What follows belongs to an exercise in optimizing a design on an open flow for small area, a short achievable clock period and few clock cycles; a production flow would make more cautious choices.
Only simulation tests tie the RTL to the original design; equivalence was not proved.
Power figures rest on the tool's default switching activity, not on a simulated workload.

### config.mk
export PLATFORM = sky130hd
export DESIGN_NAME = kbpe_rx
export DESIGN_NICKNAME = kbpe_rx
export VERILOG_FILES = /design/flow/design.v
export SDC_FILE = /design/flow/constraint.sdc
export NUM_CORES = 4
export LEC_CHECK = 0
export CAP_MARGIN = 20
export CORE_MARGIN = 2
export CORE_UTILIZATION = 40
export SLEW_MARGIN = 20
### constraint.sdc
create_clock -name core_clock -period 10.0 [get_ports {clk}]
set_input_delay 2.0000 -clock core_clock [delete_from_list [all_inputs] [get_ports {clk}]]
set_output_delay 2.0000 -clock core_clock [all_outputs]
set_load 0.01 [all_outputs]
### design.v
module kbpe_rx #(
    parameter [10:0] RX_TIMEOUT = 11'd1024,   
    parameter [8:0]  MIN_FRAME_LEN = 9'd10
) (
    input             clk,
    input             rst,           
    input      [15:0] my_addr,
    input             in_valid,
    input      [7:0]  in_data,
    output            in_ready,
    output            frm_valid,
    output     [15:0] frm_src,
    output     [15:0] frm_dst,
    output     [7:0]  frm_type,
    output     [7:0]  frm_seq,
    output     [7:0]  frm_len,
    input      [7:0]  pl_addr,
    output     [7:0]  pl_data,
    input             frm_done,
    output reg        ev_valid,
    output reg [2:0]  ev_code,
    output reg [7:0]  last_seq
);
    localparam [2:0] EV_DELIVERED = 3'd0,
                     EV_OTHER     = 3'd1,
                     EV_TOO_SHORT = 3'd2,
                     EV_BAD_SUM   = 3'd3,
                     EV_ABORT     = 3'd4;
    reg        rx_act;          
    reg  [8:0] rem;             
    reg  [2:0] hidx;            
    reg  [10:0] tmr;            
    reg        rx_short;        
    reg  [7:0] ring [0:255];
    reg  [8:0] wptr;            
    reg  [8:0] wbase;           
    localparam Q = 4;
    localparam QW = 56;
    reg  [QW-1:0] qe [0:Q-1];
    reg  [2:0]    q_cnt;
    reg  [8:0]    h_base;           
    wire          q_h = (q_cnt != 3'd0);
    wire       q_full  = (q_cnt == Q);
    wire       nx_pay  = rx_act && (hidx == 3'd7) && (rem >= 9'd3);
    wire       nx_last = rx_act && (rem == 9'd1);
    wire [8:0] used    = wptr - h_base;
    wire       ring_full = q_h && used[8];
    assign in_ready = !(nx_last && q_full) && !(nx_pay && ring_full);
    wire take = in_valid && in_ready;
    reg        s_v;
    reg  [7:0] s_d;
    reg  [2:0] s_hidx;          
    reg        s_sum;           
    reg        s_last;
    reg        s_pay;
    reg  [7:0] s_wa;
    reg [15:0] acc;
    reg [15:0] r_src, r_dst;
    reg  [7:0] r_type, r_seq, r_len;
    wire rel = q_h && frm_done;
    wire sum_ok = (acc[7:0] == 8'hFF) && (s_d == ~acc[15:8]);
    wire addr_match = (r_dst == my_addr) || (r_dst == 16'hFFFF) ||
                      (r_dst == {my_addr[15:8], 8'hFF});
    wire judge   = s_v && s_last;
    wire deliver = judge && !rx_short && sum_ok && addr_match;
    always @(posedge clk) begin
        if (rst) begin
            rx_act   <= 1'b0;
            rem      <= 9'd0;
            hidx     <= 3'd0;
            tmr      <= 11'd0;
            rx_short <= 1'b0;
            wptr     <= 9'd0;
            wbase    <= 9'd0;
            s_v      <= 1'b0;
            s_last   <= 1'b0;
            s_pay    <= 1'b0;
            ev_valid <= 1'b0;
            ev_code  <= 3'd0;
            last_seq <= 8'd0;
            q_cnt    <= 3'd0;
            h_base   <= 9'd0;
        end else begin
            s_v    <= take;
            s_d    <= in_data;
            s_hidx <= rx_act ? hidx : 3'd0;
            s_sum  <= rem >= 9'd2 || !rx_act;
            s_last <= rx_act && rem == 9'd1;
            s_pay  <= take && nx_pay;
            s_wa   <= wptr[7:0];
            ev_valid <= 1'b0;
            if (!rx_act) begin
                if (take) begin
                    rx_act   <= 1'b1;
                    rem      <= {1'b0, in_data} + 9'd2;
                    hidx     <= 3'd1;
                    tmr      <= 11'd1;
                    rx_short <= in_data < 8'd7;
                end
            end else begin
                if (tmr < RX_TIMEOUT)
                    tmr <= tmr + 11'd1;
                if (take) begin
                    rem <= rem - 9'd1;
                    if (hidx != 3'd7)
                        hidx <= hidx + 3'd1;
                    if (nx_pay)
                        wptr <= wptr + 9'd1;
                    if (rem == 9'd1)
                        rx_act <= 1'b0;
                end else if (!in_valid && tmr >= RX_TIMEOUT) begin
                    rx_act   <= 1'b0;
                    wptr     <= wbase;
                    ev_valid <= 1'b1;
                    ev_code  <= EV_ABORT;
                end
            end
            if (s_v) begin
                if (s_hidx == 3'd0)
                    acc <= {8'd0, s_d};
                else if (s_sum)
                    acc <= acc + {8'd0, s_d};
                case (s_hidx)
                    3'd0: r_len       <= s_d - 8'd6;
                    3'd1: r_src[7:0]  <= s_d;
                    3'd2: r_src[15:8] <= s_d;
                    3'd3: r_dst[7:0]  <= s_d;
                    3'd4: r_dst[15:8] <= s_d;
                    3'd5: r_type      <= s_d;
                    3'd6: r_seq       <= s_d;
                    default: ;
                endcase
            end
            if (judge) begin
                ev_valid <= 1'b1;
                if (rx_short) begin
                    ev_code <= EV_TOO_SHORT;
                end else if (!sum_ok) begin
                    ev_code <= EV_BAD_SUM;
                end else begin
                    if (!r_type[7])
                        last_seq <= r_seq;
                    ev_code <= addr_match ? EV_DELIVERED : EV_OTHER;
                end
                if (deliver)
                    wbase <= wptr;
                else
                    wptr <= wbase;
            end
            if (rel)
                h_base <= h_base + {1'b0, qe[0][7:0]};
            else if (!q_h)
                h_base <= wbase;
            q_cnt <= q_cnt + {2'd0, deliver} - {2'd0, rel};
        end
    end
    wire [QW-1:0] r_ent = {r_src, r_dst, r_type, r_seq, r_len};
    integer i;
    always @(posedge clk)
        for (i = 0; i < Q; i = i + 1)
            if (deliver && (rel ? q_cnt == i + 1 : q_cnt == i))
                qe[i] <= r_ent;
            else if (rel && i + 1 < Q)
                qe[i] <= qe[i + 1];
    always @(posedge clk)
        if (s_pay)
            ring[s_wa] <= s_d;
    reg [7:0] ra;
    always @(posedge clk)
        ra <= h_base[7:0] + pl_addr;
    assign pl_data = ring[ra];
    assign frm_valid = q_h;
    assign {frm_src, frm_dst, frm_type, frm_seq, frm_len} = qe[0];
endmodule
### run.sh
#!/bin/bash
# synth_recipe.tcl (not shown) runs the flow's synth.tcl, then flattens the netlist and writes it again
# the make line also repeats each setting of config.mk as NAME=value (left out here)
make -C /OpenROAD-flow-scripts/flow DESIGN_CONFIG=/design/flow/config.mk WORK_HOME=/design/flow/orfs CLKGATE_MAP_FILE= SYNTH_SCRIPT=/design/flow/synth_recipe.tcl finish
==> results of run 1 <==
cells in the mapped netlist, types with 29 or more instances:
| master | n | area (um2) |
|---|---|---|
| a21oi_1 | 44 | 220 |
| buf_1 | 44 | 165 |
| buf_2 | 36 | 180 |
| clkbuf_1 | 146 | 548 |
| dfxtp_1 | 78 | 1560 |
| edfxtp_1 | 2364 | 71000 |
| ha_1 | 42 | 526 |
| inv_1 | 37 | 139 |
| mux2_1 | 29 | 327 |
| mux2_2 | 141 | 1590 |
| mux2i_1 | 76 | 761 |
| mux4_2 | 625 | 14100 |
| nand2_1 | 77 | 289 |
| nand3_1 | 39 | 195 |
| nand4_1 | 30 | 188 |
| nor2_1 | 353 | 1330 |
| nor3_1 | 63 | 315 |
| o21ai_0 | 48 | 240 |
| o22ai_1 | 39 | 244 |
| xnor2_1 | 46 | 403 |
report_power, final:
part | leakage (nW) | internal (mW) | switching (mW)
sequential | 22.0 | 11.6 | 0.372
combinational | 7.65 | 3.33 | 3.81
clock | 3.59 | 4.84 | 3.79
per-stage QoR:
stage,std cells,utilization [%]
6_report,8136,45.5
5_1_grt,8132,45.5
4_1_cts,8130,45.5
3_5_place_dp,7699,42.4
3_3_place_gp,7698,42.3
2_1_floorplan,4574,-
worst paths after layout:
kind                startpoint                 endpoint  cells after the start
min reg2reg  s_last$_SDFF_PP0_  ev_code[2]$_SDFFE_PP0P_                      1
max reg2reg   s_d[4]$_DFFE_PN_      qe[0][34]$_DFFE_PP_                      9
max                       flop               pl_data[2]                      9
min          s_last$_SDFF_PP0_  ev_code[2]$_SDFFE_PP0P_                      1
area by class of cell:
type / instances / share of cell area, %
multi-input cells: 1854 / 20.6
clock buffers: 293 / 5.69
diodes: 5 / 0.0115
inverters: 38 / 0.132
flip-flops and latches: 2442 / 66.9
clock inverters: 138 / 1.14
well taps: 3167 / 3.66
repair buffers: 199 / 1.78
per-layer routing:
metal  share of wire [%]  vias up  track usage [%]
met5               0.088        -            0.215
met3                 8.3      356             4.93
met4                 2.5       22             5.12
met1                  43    24198             26.3
met2                  46     1661             28.5
li1                    -    19314                -
state kept, by name (all words and copies together) (netlist names), 3 cells and up, named ones only:
register	flops
tmr	11
r_seq	8
s_hidx	3
last_seq	8
r_dst	16
qe	224
s_d	8
wptr	9
wbase	9
r_type	8
ring	2048
r_src	16
s_wa	8
q_cnt	3
acc	16
rem	9
ev_code	3
h_base	9
r_len	8
hidx	3
cells by family after synthesis:
family	after synthesis	share of synthesized area, %
flip-flops	2442	75.6
multiplexers	871	17.4
AND/OR/NAND/NOR	657	3.08
buffers and inverters	278	1.23
AO/OA/AOI/OAI	208	1.37
XOR/XNOR	72	0.657
adder cells (fa/ha/maj)	46	0.631
==> impl_metrics.yaml, run 1 <==
status:
  status: "complete, no violations"
sta:
  setup_violations: 0
  tns_ns: 0
  max_slew_margin_pct: 15.3
  tightest_slew_ns: 1.26
  fin_crit_sh_pct: 81.0
  max_freq_mhz: 123
  rsz0062_at_grt: "no"
  fin_crit_ns: 8.10
  maxSlewViolCount: 0
  hold_violations: 0
  setup_slack_ns: 1.90
  fin_skew_ns: 0.0422
  hold_ws_ns: 0.473
clock_tree:
  hold_buffers: 0
  clock_sinks: 2442
  cts_tree: "yes"
  clkLatencyLatePin_ns: 0.89
  clk_pin_slew_ns: 0.06
  post_cts_buffers: 0
  cts_max_level: 4
  ctsRootBufferMaster: "clkbuf_16"
  cts_buffers: 234
  cts_resized: 0
  clockBufferDepth: 3
floorplanning:
  initial_utilization_pct: 40.3
  die_h_um: 494
  die_x_um: 494
  die-area_um2: 244000
  pin_count: 114
  rows: 179
  core_area_um2: 238000
logic_synthesis:
  ys_ff_latch: 2442
  yosysSeqAreaShare_pct: 75.6
  syn_avg_cell_area_um2: 21.0
  synth-edff-count: 2364
  synth-warning-count: 2
  syn-num-nets: 4656
  synth.distinct_cells: 65
  synth.cell_area_um2: 96000
  syn_inst: 4574
  async_flop_share_pct: 0
  ys.flop_type: "edfxtp_1"
drt:
  drt_pass1_iterations: 5
  drt-total-wl_um: 227000
  drt-vias-per-instance: 5.60
  wl_per_cell_um: 27.9
  drt_iter0_drc: 4906
  route.detailed.drc: 0
  via_count: 45551
  drtAntennaViolNets: 0
finish:
  final_common_cell: "edfxtp_1"
  ff_latch_area_um2: 72600
  multi_input_area_um2: 22400
  drive_above_1_share_pct: 24.1
  area_delta_synth_final_pct: 12.9
  mostFrequentLayoutCells: "edfxtp_1, mux4_2, nor2_1"
  nNetsFinal: 4851
  fillers: 19973
  postLayoutCellArea_um2: 108000
placed_design:
  io_buffers: 113
  dp_slack_ns: 2.97
  gp_congestion: 0.819
  dp.final_hpwl_um: 132000
  place_area_um2: 101000
global_route:
  track_usage_pct: 18.6
  grt_start_max_net_pins: 220
  antenna_found_initial: 17
  grt-ovfl-total: 0
  grt_pass1_vias: 46399
  grt_pass1_wl_um: 330000
critical_path:
  critPathBufInv: 3
  cp_slowest_cell: "dfxtp_4"
  path_delay_family: "buffers and inverters"
  critPathMaxStageDelay_ns: 0.87
  path_max_fanout: 70
  worstSetupStartpointType: "flop"
  worstPathCellList: "buf_12 -> buf_4 -> mux4_2 -> mux4_2 -> o22ai_1 -> nor3_1 -> o221ai_1 -> nor3_1 -> clkdlybuf4s50_1"
  cp.arrival_ns: 6.10
  required_ns: 8.00
  rrSetupSlack_ns: 5.24
  end_kind: "primary output"
  critical_path_class: "flop to primary output"
worst_hold_path:
  hold_class: "flop to flop"
power_and_ir_drop:
  power_leakage_nw: 33.2
  vdd_drop_max_uv: 188
  power_density_nw_per_um2: 256
  total_power_mw: 27.8
job:
  cap_violations: 0
Testbench counts, summed over its fixed seeds: cycles 14,194.
==> run 2: changes to the inputs <==
--- a/design.v
+++ b/design.v
@@ -31,7 +31,12 @@
     reg  [2:0] hidx;            
     reg  [10:0] tmr;            
     reg        rx_short;        
-    reg  [7:0] ring [0:255];
+    reg  [2047:0] ring;
+    reg  [7:0] ntc;             
+    reg  [7:0] hbn;             
+    reg  [7:0] fq0, fq1, fq2, fq3;   
+    reg  [2:0] fcnt;
+    reg  [8:0] fslot;           
     reg  [8:0] wptr;            
     reg  [8:0] wbase;           
     localparam Q = 4;
@@ -47,22 +52,27 @@
     wire       ring_full = q_h && used[8];
     assign in_ready = !(nx_last && q_full) && !(nx_pay && ring_full);
     wire take = in_valid && in_ready;
+    wire rel;
+    wire flush;
+    wire [8:0] h_base_nx;
     reg        s_v;
     reg  [7:0] s_d;
     reg  [2:0] s_hidx;          
     reg        s_sum;           
     reg        s_last;
-    reg        s_pay;
-    reg  [7:0] s_wa;
     reg [15:0] acc;
     reg [15:0] r_src, r_dst;
     reg  [7:0] r_type, r_seq, r_len;
-    wire rel = q_h && frm_done;
+    assign rel = q_h && frm_done;
     wire sum_ok = (acc[7:0] == 8'hFF) && (s_d == ~acc[15:8]);
     wire addr_match = (r_dst == my_addr) || (r_dst == 16'hFFFF) ||
                       (r_dst == {my_addr[15:8], 8'hFF});
     wire judge   = s_v && s_last;
     wire deliver = judge && !rx_short && sum_ok && addr_match;
+    wire abort   = rx_act && !take && !in_valid && tmr >= RX_TIMEOUT;
+    assign flush = abort || (judge && !deliver);
+    assign h_base_nx = rel ? h_base + {1'b0, qe[0][7:0]} :
+                       q_h ? h_base : wbase;
     always @(posedge clk) begin
         if (rst) begin
             rx_act   <= 1'b0;
@@ -74,7 +84,9 @@
             wbase    <= 9'd0;
             s_v      <= 1'b0;
             s_last   <= 1'b0;
-            s_pay    <= 1'b0;
+            ntc      <= 8'hFF;
+            fcnt     <= 3'd0;
+            fslot    <= 9'd0;
             ev_valid <= 1'b0;
             ev_code  <= 3'd0;
             last_seq <= 8'd0;
@@ -86,8 +98,13 @@
             s_hidx <= rx_act ? hidx : 3'd0;
             s_sum  <= rem >= 9'd2 || !rx_act;
             s_last <= rx_act && rem == 9'd1;
-            s_pay  <= take && nx_pay;
-            s_wa   <= wptr[7:0];
+            ntc    <= ntc - 8'd1;
+            hbn    <= h_base_nx[7:0] + ntc - 8'd1;
+            fcnt   <= flush ? 3'd0 : fcnt + {2'd0, push} - {2'd0, pop};
+            if (flush)
+                fslot <= wbase;
+            else if (pop)
+                fslot <= fslot + 9'd1;
             ev_valid <= 1'b0;
             if (!rx_act) begin
                 if (take) begin
@@ -147,10 +164,7 @@
                 else
                     wptr <= wbase;
             end
-            if (rel)
-                h_base <= h_base + {1'b0, qe[0][7:0]};
-            else if (!q_h)
-                h_base <= wbase;
+            h_base <= h_base_nx;
             q_cnt <= q_cnt + {2'd0, deliver} - {2'd0, rel};
         end
     end
@@ -162,13 +176,39 @@
                 qe[i] <= r_ent;
             else if (rel && i + 1 < Q)
                 qe[i] <= qe[i + 1];
+    wire push = take && nx_pay;
+    wire [7:0] wplace = fslot[7:0] + ntc;
+    wire pop = (fcnt != 3'd0) && (wplace[1:0] == 2'd0);
+    wire [2:0] fpos = fcnt - {2'd0, pop};
+    always @(posedge clk) begin
+        if (pop) begin
+            fq0 <= fq1; fq1 <= fq2; fq2 <= fq3;
+        end
+        if (push) begin
+            if (fpos == 3'd0) fq0 <= in_data;
+            if (fpos == 3'd1) fq1 <= in_data;
+            if (fpos == 3'd2) fq2 <= in_data;
+            if (fpos == 3'd3) fq3 <= in_data;
+        end
+    end
+    wire [2047:0] ring_nx;
+    genvar p;
+    generate
+        for (p = 0; p < 256; p = p + 1) begin : g_ring
+            if (p % 4 == 0) begin : g_port
+                assign ring_nx[8*p +: 8] = (pop && wplace[7:2] == p / 4) ?
+                                           fq0 : ring[8*((p + 1) % 256) +: 8];
+            end else begin : g_pass
+                assign ring_nx[8*p +: 8] = ring[8*((p + 1) % 256) +: 8];
+            end
+        end
+    endgenerate
     always @(posedge clk)
-        if (s_pay)
-            ring[s_wa] <= s_d;
+        ring <= ring_nx;
     reg [7:0] ra;
     always @(posedge clk)
-        ra <= h_base[7:0] + pl_addr;
-    assign pl_data = ring[ra];
+        ra <= hbn + pl_addr;
+    assign pl_data = ring[8*ra +: 8];
     assign frm_valid = q_h;
     assign {frm_src, frm_dst, frm_type, frm_seq, frm_len} = qe[0];
 endmodule
==> run 2 against run 1 <==
Compared with the run above: power shrank 23%; area after synthesis shrank 12%; critical endpoint is now pl_data[1]; final area shrank 10%; sequential cell count grew 50; clock power grew 8.7%; die area shrank 12%; clock skew grew 0.011 ns; register-to-register slack gained 0.10 ns; first-iteration DRC count shrank 41%; largest cell class unchanged.
==> impl_metrics.yaml, run 2 <==
power_and_ir_drop:
  seqPwrFrac_pct: 48.0
  power_density_nw_per_um2: 221
  p_sw_mw: 5.20
  combPwrFrac_pct: 8.2
  swShare_pct: 24.3
  vdd_drop_max_uv: 194
  power_leakage_nw: 36.3
  p_int_mw: 16.2
  pwr-share-clk_pct: 43.8
finish:
  multi_input_area_um2: 29800
  ff_latch_area_um2: 53200
  area_delta_synth_final_pct: 14.6
  drive_above_1_share_pct: 31.4
  mostFrequentLayoutCells: "dfxtp_1, mux2_2, mux4_2"
  largest_reg_flops: 2048
  regMostFlops: "ring"
  final_common_cell: "dfxtp_1"
  fillers: 18119
  nNetsFinal: 5692
  finish.utilization_pct: 46.2
  reg_top3: "ring x2048, qe x224"
clock_tree:
  cts_resized: 0
  clk_pin_slew_ns: 0.07
  clockBufferDepth: 3
  post_cts_buffers: 0
  cts_buffers: 235
  cts_tree: "yes"
  hold_buffers: 0
  clock_sinks: 2492
  clkLatencyLatePin_ns: 0.88
  ctsRootBufferMaster: "clkbuf_16"
  cts_max_level: 4
logic_synthesis:
  synth_common_cells: "dfxtp_1, mux2_2, mux4_2"
  yosysTopAreaCellShare_pct: 51.3
  syn_avg_cell_area_um2: 15.5
  ys_ff_latch: 2492
  netlist_top_cells_area: "dfxtp_1, mux4_2, edfxtp_1"
  syn_inst: 5464
  yosys.area.top_type: "dfxtp_1"
  ys.flop_type: "dfxtp_1"
  synth.cell_area_um2: 84600
  synth-warning-count: 2
  async_flop_share_pct: 0
  yosysMostFrequentCell: "dfxtp_1"
  synth.distinct_cells: 76
  yosysSeqAreaShare_pct: 62.8
  synth-edff-count: 324
  syn-num-nets: 5575
drt:
  drt-total-wl_um: 207000
  route.detailed.drc: 0
  drt_pass1_iterations: 7
  drt-vias-per-instance: 5.32
  drt_iter0_drc: 2883
  wl_per_cell_um: 24.1
  via_count: 45709
  drtAntennaViolNets: 0
sta:
  hold_violations: 0
  tightest_slew_ns: 1.12
  max_freq_mhz: 130
  rsz0062_at_grt: "no"
  maxSlewViolCount: 0
  hold_ws_ns: 0.307
  fin_crit_ns: 7.70
  fin_skew_ns: 0.0533
  tns_ns: 0
  setup_violations: 0
  max_slew_margin_pct: 24.7
  fin_crit_sh_pct: 77.0
critical_path:
  cp_slowest_cell: "dfxtp_4"
  path_max_fanout: 45
  worstPathCellList: "buf_12 -> buf_4 -> mux4_2 -> a22o_1 -> a211oi_1 -> a31oi_1 -> and3_1 -> a31oi_1 -> a211oi_1 -> clkdlybuf4s50_1"
  end_kind: "primary output"
  critPathBufInv: 3
  worstSetupStartpointType: "flop"
  reg2reg_depth: 8
  rrSetupSlack_ns: 5.34
  required_ns: 8.00
  cp.arrival_ns: 5.70
  path_delay_family: "compound AO/OA/AOI/OAI gates"
  crit_path_end: "pl_data[1]"
  crit_cells: 10
  critPathMaxStageDelay_ns: 0.98
  worstReg2RegStart: "r_dst[7]$_DFFE_PP_"
  critical_path_class: "flop to primary output"
  r2r-end: "qe[0][43]$_DFFE_PP_"
  cp-startpoint: "ra[0]$_DFF_P_"
placed_design:
  gp_congestion: 0.800
  dp.final_hpwl_um: 132000
  io_buffers: 113
global_route:
  grt_start_max_net_pins: 101
  grt-ovfl-total: 0
  grt_pass1_wl_um: 310000
  grt_pass1_vias: 47498
  antenna_found_initial: 15
  track_usage_pct: 19.0
floorplanning:
  core_area_um2: 210000
  pin_count: 114
  die_x_um: 464
  die-area_um2: 215000
  die_h_um: 464
  rows: 168
  initial_utilization_pct: 40.3
worst_hold_path:
  hold_class: "flop to flop"
status:
  status: "complete, no violations"
job:
  cap_violations: 0
[run 2: logic make-up after synthesis]
kind of cell	after synthesis	synth area share (%)
AO/OA/AOI/OAI	535	4.62
XOR/XNOR	100	1.03
adder cells (fa/ha/maj)	75	1.17
buffers and inverters	385	2.15
flip-flops	2492	62.8
multiplexers	1378	25.3
AND/OR/NAND/NOR	499	2.93
[run 2: power by group through the flow]
stage	registers, mW	logic, mW	clock network (mW)
floorplan	10.4	1.15	0
global placement	10.5	1.76	0
detailed placement	10.5	1.77	0
CTS	10.3	1.78	9.56
global route	10.3	1.85	9.95
finish	10.3	1.76	9.38
[run 2: worst min-delay path by stage]
stage / start / endpoint / slack, ns / cells past startpoint
floorplan: ring[1010]$_DFF_P_ / ring[1002]$_DFF_P_ / 0.33 / 0
global placement: ring[2002]$_DFF_P_ / ring[1994]$_DFF_P_ / 0.33 / 0
detailed placement: ring[1559]$_DFF_P_ / ring[1551]$_DFF_P_ / 0.33 / 0
CTS: ring[1956]$_DFF_P_ / ring[1948]$_DFF_P_ / 0.31 / 0
global route: ring[1956]$_DFF_P_ / ring[1948]$_DFF_P_ / 0.31 / 0
finish: ring[1142]$_DFF_P_ / ring[1134]$_DFF_P_ / 0.31 / 0
[run 2: cell type report]
| cell class | instances | share of cell area (%) |
|---|---|---|
| Sequential cell | 2492 | 54.8 |
| Multi-Input combinational cell | 2587 | 30.7 |
| Clock buffer | 334 | 7.11 |
| Tap cell | 2805 | 3.62 |
| Timing Repair Buffer | 199 | 2.00 |
| Clock inverter | 102 | 1.46 |
| Inverter | 66 | 0.255 |
| Antenna cell | 5 | 0.0129 |
[run 2: routing by layer]
| metal | global-route usage [%] | share of wire (%) | vias up |
|---|---|---|---|
| li1 | - | - | 20680 |
| met1 | 26.4 | 46 | 23766 |
| met2 | 30.4 | 47 | 955 |
| met3 | 3.28 | 4.8 | 296 |
| met4 | 5.47 | 2.4 | 12 |
| met5 | 0 | 0.036 | - |
[run 2: through the flow]
step	setup WS, ns	power, mW	cells	area [um2]
floorplan	4.45	11.5	5464	84600
global placement	2.83	12.3	8146	88600
detailed placement	3.04	12.3	8146	88600
CTS	2.08	21.6	8582	96900
global route	2.01	22.1	8586	97000
finish	2.30	21.4	8590	97000
Testbench counts of run 2, summed over its fixed seeds: cycles 14,194.

what the ideal ports hide:
Ports are ideal in the flow. The routed layouts listed here were re-timed in OpenROAD.
Step 1 (the two cells are an assumption about what drives the block):
set clk [get_ports {clk}]
set_driving_cell -lib_cell sky130_fd_sc_hd__clkbuf_16 $clk
set_driving_cell -lib_cell sky130_fd_sc_hd__buf_2 [delete_from_list [all_inputs] $clk]
Step 2 also shifts input and output timing later by t, the mid clock arrival at the registers, as if the neighbouring blocks saw the same clock.
Slacks: no drivers / after step 1 / after step 2; pairs: no drivers / after step 1.
run | t (ns) | setup slack, ns | worst hold slack (ns)
run 1 | 0.952 | 1.901 / 1.812 / 2.764 | 0.473 / 0.473 / 0.473
run 2 | 0.953 | 2.296 / 2.207 / 3.160 | 0.307 / 0.307 / 0.307
After both steps every run listed still meets setup and hold.
